This design comes from an exercise in tuning for small area and few clock cycles on the open sky130 flow, not from production work. In this exercise RTL edits were held to simulation tests only and were not proved equivalent to the original. Power figures rest on the tool's default switching activity, not on a simulated workload.

== north ==
Design arq_engine, start of the top module:
module arq_engine (
    input  wire        clk,
    input  wire        rst,
    input  wire        src_valid,
    output wire        src_ready,
    input  wire [7:0]  src_data,
    input  wire        src_last,
    input  wire        src_empty,
    output wire        txd_valid,
    output wire [7:0]  txd_data,
    output wire        txd_last,
    input  wire        rxa_valid,
    output wire        rxa_ready,
    input  wire [7:0]  rxa_data,
    input  wire        rxa_last,
    input  wire        rxa_empty,
    input  wire        tick,
    output wire [1:0]  s_state,
    output wire        s_seq,
    output wire        s_done,
    output wire        s_aborted,
    output wire [31:0] s_total_sent,
    input  wire        rxd_valid,
    output wire        rxd_ready,
    input  wire [7:0]  rxd_data,
    input  wire        rxd_last,
    input  wire        rxd_empty,
    output wire        txa_valid,
    output wire [7:0]  txa_data,
    output wire        snk_valid,
    output wire [7:0]  snk_data,
    output wire        snk_last,
    output wire        snk_close,
    output wire        r_state,
    output wire        r_expected,
    output wire        r_closed
);
==> flow/config.mk <==
export PLATFORM = sky130hd
export DESIGN_NAME = arq_engine
export DESIGN_NICKNAME = arq_engine
export VERILOG_FILES = /design/flow/design.v
export SDC_FILE = /design/flow/constraint.sdc
export NUM_CORES = 4
export LEC_CHECK = 0
export CAP_MARGIN = 20
export CORE_MARGIN = 2
export CORE_UTILIZATION = 70
export CTS_CLUSTER_DIAMETER = 60
export CTS_CLUSTER_SIZE = 28
export PLACE_DENSITY = 0.7
export SLEW_MARGIN = 20
export SYNTH_MEMORY_MAX_BITS = 16384
==> flow/constraint.sdc <==
create_clock -name core_clock -period 10.0 [get_ports {clk}]
set_input_delay 2.0000 -clock core_clock [delete_from_list [all_inputs] [get_ports {clk}]]
set_output_delay 2.0000 -clock core_clock [all_outputs]
set_load 0.01 [all_outputs]
standard.sh (not shown) runs the stock make flow with config.mk's settings and CLKGATE_MAP_FILE= SYNTH_SCRIPT=/design/flow/synth_recipe.tcl, a recipe that flattens the netlist after the stock synthesis.
==> flow/flow/run.sh <==
#!/bin/bash
# The standard layout (standard.sh) with two changes, passed to ORFS through
# its own variables:
#  - clock tree: larger sink clusters and no dummy loads (CTS_ARGS);
#  - port buffers: the smallest buffer cell (BUFFER_PORTS_ARGS).
# Each tool's full output stays in orfs/logs; make's own output goes to
# standard.log in this folder.
set -euo pipefail
export CTS_ARGS="-sink_clustering_enable -repair_clock_nets -sink_clustering_size 28 -sink_clustering_max_diameter 60 -dont_use_dummy_load"
export BUFFER_PORTS_ARGS="-buffer_cell sky130_fd_sc_hd__buf_1"
bash standard.sh > standard.log 2>&1
The final layout from north, which completed every stage, passed the timing, design-rule and antenna checks at the end of the flow.
Testbench counts of north, summed over its fixed seeds: cycles 234,515.
## Diff of input files: south against north
Settings: CTS_CLUSTER_DIAMETER changed from 60 to 70; PLACE_DENSITY changed from 0.7 to 0.78; CTS_CLUSTER_SIZE changed from 28 to 26.
-- flow/flow/run.sh --
<<< north, line 8
set -euo pipefail
export CTS_ARGS="-sink_clustering_enable -repair_clock_nets -sink_clustering_size 28 -sink_clustering_max_diameter 60 -dont_use_dummy_load"
export BUFFER_PORTS_ARGS="-buffer_cell sky130_fd_sc_hd__buf_1"
>>> south, line 8
set -euo pipefail
export CTS_ARGS="-sink_clustering_enable -repair_clock_nets -sink_clustering_size 26 -sink_clustering_max_diameter 70 -dont_use_dummy_load"
export BUFFER_PORTS_ARGS="-buffer_cell sky130_fd_sc_hd__buf_1"
- south -> north: synthesized cell count delta 0, exact match
- Lower endpoint arrival time on the critical path goes to north over south.
- In the reports for south and north, the smaller final critical delay including setup and external delays belongs to north.
Input-level comparison between east and south:
Settings: a change of CTS_CLUSTER_SIZE from 26 to 30; a change of PLACE_DENSITY from 0.78 to 0.72.
-- flow/flow/run.sh --
<<< south, line 8
set -euo pipefail
export CTS_ARGS="-sink_clustering_enable -repair_clock_nets -sink_clustering_size 26 -sink_clustering_max_diameter 70 -dont_use_dummy_load"
export BUFFER_PORTS_ARGS="-buffer_cell sky130_fd_sc_hd__buf_1"
>>> east, line 8
set -euo pipefail
export CTS_ARGS="-sink_clustering_enable -repair_clock_nets -sink_clustering_size 30 -sink_clustering_max_diameter 70 -dont_use_dummy_load"
export BUFFER_PORTS_ARGS="-buffer_cell sky130_fd_sc_hd__buf_1"
[summary]
east reports its slowest cell on the critical path as sky130_fd_sc_hd__dfxtp_1 while south reports sky130_fd_sc_hd__o211a_1. In east the arrival time at the worst endpoint turned out 0.04 ns lower than in south. Summary of east over south: non-clock buffer instance count of the final layout now larger, number of design-rule violations left by the first detailed-router iteration now smaller. Multi-input combinational gate total delta (south -> east): insignificant.

before:
Starting RTL as in the previous note.
Settings: LEC_CHECK=0, CAP_MARGIN=20, CORE_MARGIN=2, CORE_UTILIZATION=70, CTS_CLUSTER_DIAMETER=60, CTS_CLUSTER_SIZE=30, PLACE_DENSITY=0.66, SLEW_MARGIN=20, SYNTH_MEMORY_MAX_BITS=16384; clock period 10.0 ns.
==> flow/flow/run.sh <==
#!/bin/bash
# The standard layout (standard.sh) with two changes, passed to ORFS through
# its own variables:
#  - clock tree: larger sink clusters and no dummy loads (CTS_ARGS);
#  - port buffers: the smallest buffer cell (BUFFER_PORTS_ARGS).
# Each tool's full output stays in orfs/logs; make's own output goes to
# standard.log in this folder.
set -euo pipefail
export CTS_ARGS="-sink_clustering_enable -repair_clock_nets -sink_clustering_size 30 -sink_clustering_max_diameter 60 -dont_use_dummy_load"
export BUFFER_PORTS_ARGS="-buffer_cell sky130_fd_sc_hd__buf_1"
bash standard.sh > standard.log 2>&1
before did not stop at any stage, and its layout met the timing, design-rule and antenna checks.
Testbench counts of before, summed over its fixed seeds: cycles 234,515.
Input changes introduced in after (baseline for comparison: before):
--- a/flow/flow/run.sh
+++ b/flow/flow/run.sh
@@ -8,3 +8,3 @@
 set -euo pipefail
-export CTS_ARGS="-sink_clustering_enable -repair_clock_nets -sink_clustering_size 30 -sink_clustering_max_diameter 60 -dont_use_dummy_load"
+export CTS_ARGS="-sink_clustering_enable -repair_clock_nets -sink_clustering_size 24 -sink_clustering_max_diameter 60 -dont_use_dummy_load"
 export BUFFER_PORTS_ARGS="-buffer_cell sky130_fd_sc_hd__buf_1"
--- a/flow/config.mk
+++ b/flow/config.mk
@@ -11,4 +11,4 @@
 export CTS_CLUSTER_DIAMETER = 60
-export CTS_CLUSTER_SIZE = 30
-export PLACE_DENSITY = 0.66
+export CTS_CLUSTER_SIZE = 24
+export PLACE_DENSITY = 0.78
 export SLEW_MARGIN = 20
### Flow results
- after: final cycle utilization of the critical path higher than before
- after against before: non-clock buffer count rose by about 0.8%; worst hold slack rose by 0.023 ns.
- Cells: after has more instances than before
- No run among before and after stopped early or left any final violation; all are clean.
- Of before and after, before shows the lower final area, with after above it.
- Summary: with before as the reference, via count in after moved up by a few percent.
- Effective utilization at floorplan came out exactly the same in before and after.
- Delta(sequential share of layout area, after - before) < 0

== v6 ==
arq_engine, a different RTL version from the one above (not shown whole).
Size: ~9,500 cells after synthesis, ~8,300 flip-flops, ~110 I/O pins.
make LEC_CHECK=0 CAP_MARGIN=20 CORE_MARGIN=2 CORE_UTILIZATION=70 CTS_CLUSTER_DIAMETER=80 CTS_CLUSTER_SIZE=20 PLACE_DENSITY=0.78 SLEW_MARGIN=20 SYNTH_MEMORY_MAX_BITS=16384 finish   # period 10.0 ns
run.sh (not shown) runs the stock make flow with config.mk's settings and CLKGATE_MAP_FILE= SYNTH_SCRIPT=/design/flow/synth_recipe.tcl, a recipe that flattens the netlist after the stock synthesis.
Stock flow here: none of the scripts above is used.
Testbench counts of v6, summed over its fixed seeds: cycles 234,515.
The inputs of v7 differ from those of v6 as listed below.
-- flow/config.mk --
<<< v6, line 9
export CORE_MARGIN = 2
export CORE_UTILIZATION = 70
export CTS_CLUSTER_DIAMETER = 80
export CTS_CLUSTER_SIZE = 20
export PLACE_DENSITY = 0.78
export SLEW_MARGIN = 20
>>> v7, line 9
export CORE_MARGIN = 2
export CORE_UTILIZATION = 70
export CTS_CLUSTER_DIAMETER = 70
export CTS_CLUSTER_SIZE = 26
export PLACE_DENSITY = 0.78
export SLEW_MARGIN = 20
--- outcome ---
v7 ran to completion and came out clean on the timing, design-rule and antenna checks.
v7 -> v6: flip-flop and latch count delta 0, exact match
The detailed route wirelength on metal2 in v7 is 0.936 times that in v6.
Summary of the comparison: global-route usage is lower in v7, relative to v6.
When the final numbers for v7 and v6 were put side by side, the wire length of the first global-routing pass turned out to be smaller in v7.
Looking at v7 and v6, the sequential power is a wash.

re-timing with driven ports:
How much do the figures lean on ideal ports? The routed layouts below were timed once more, with nothing changed but the port constraints. Step 1 (the two cells are an assumption about what drives the block):
set clk [get_ports {clk}]
set_driving_cell -lib_cell sky130_fd_sc_hd__clkbuf_16 $clk
set_driving_cell -lib_cell sky130_fd_sc_hd__buf_2 [delete_from_list [all_inputs] $clk]
Step 2 times the ports against the registers' clock, not the clock port: input delays grow and output delays shrink by t, the midpoint of the rising clock arrivals with the driver on. Three values: no drivers, after step 1, after step 2; two values: the first two.
run	t, ns	setup WS [ns]	worst setup path after step 2
north	1.023	3.039 / 2.941 / 3.964	register to output
south	1.060	2.922 / 2.823 / 3.866	register to register
east	1.011	2.959 / 2.862 / 3.873	register to output
before	1.012	3.032 / 2.938 / 3.950	register to output
after	1.055	2.821 / 2.719 / 3.774	register to output
v6	1.071	2.346 / 2.249 / 3.320	register to output
v7	1.038	2.447 / 2.351 / 3.389	register to output
After both steps every run listed still meets setup and hold.
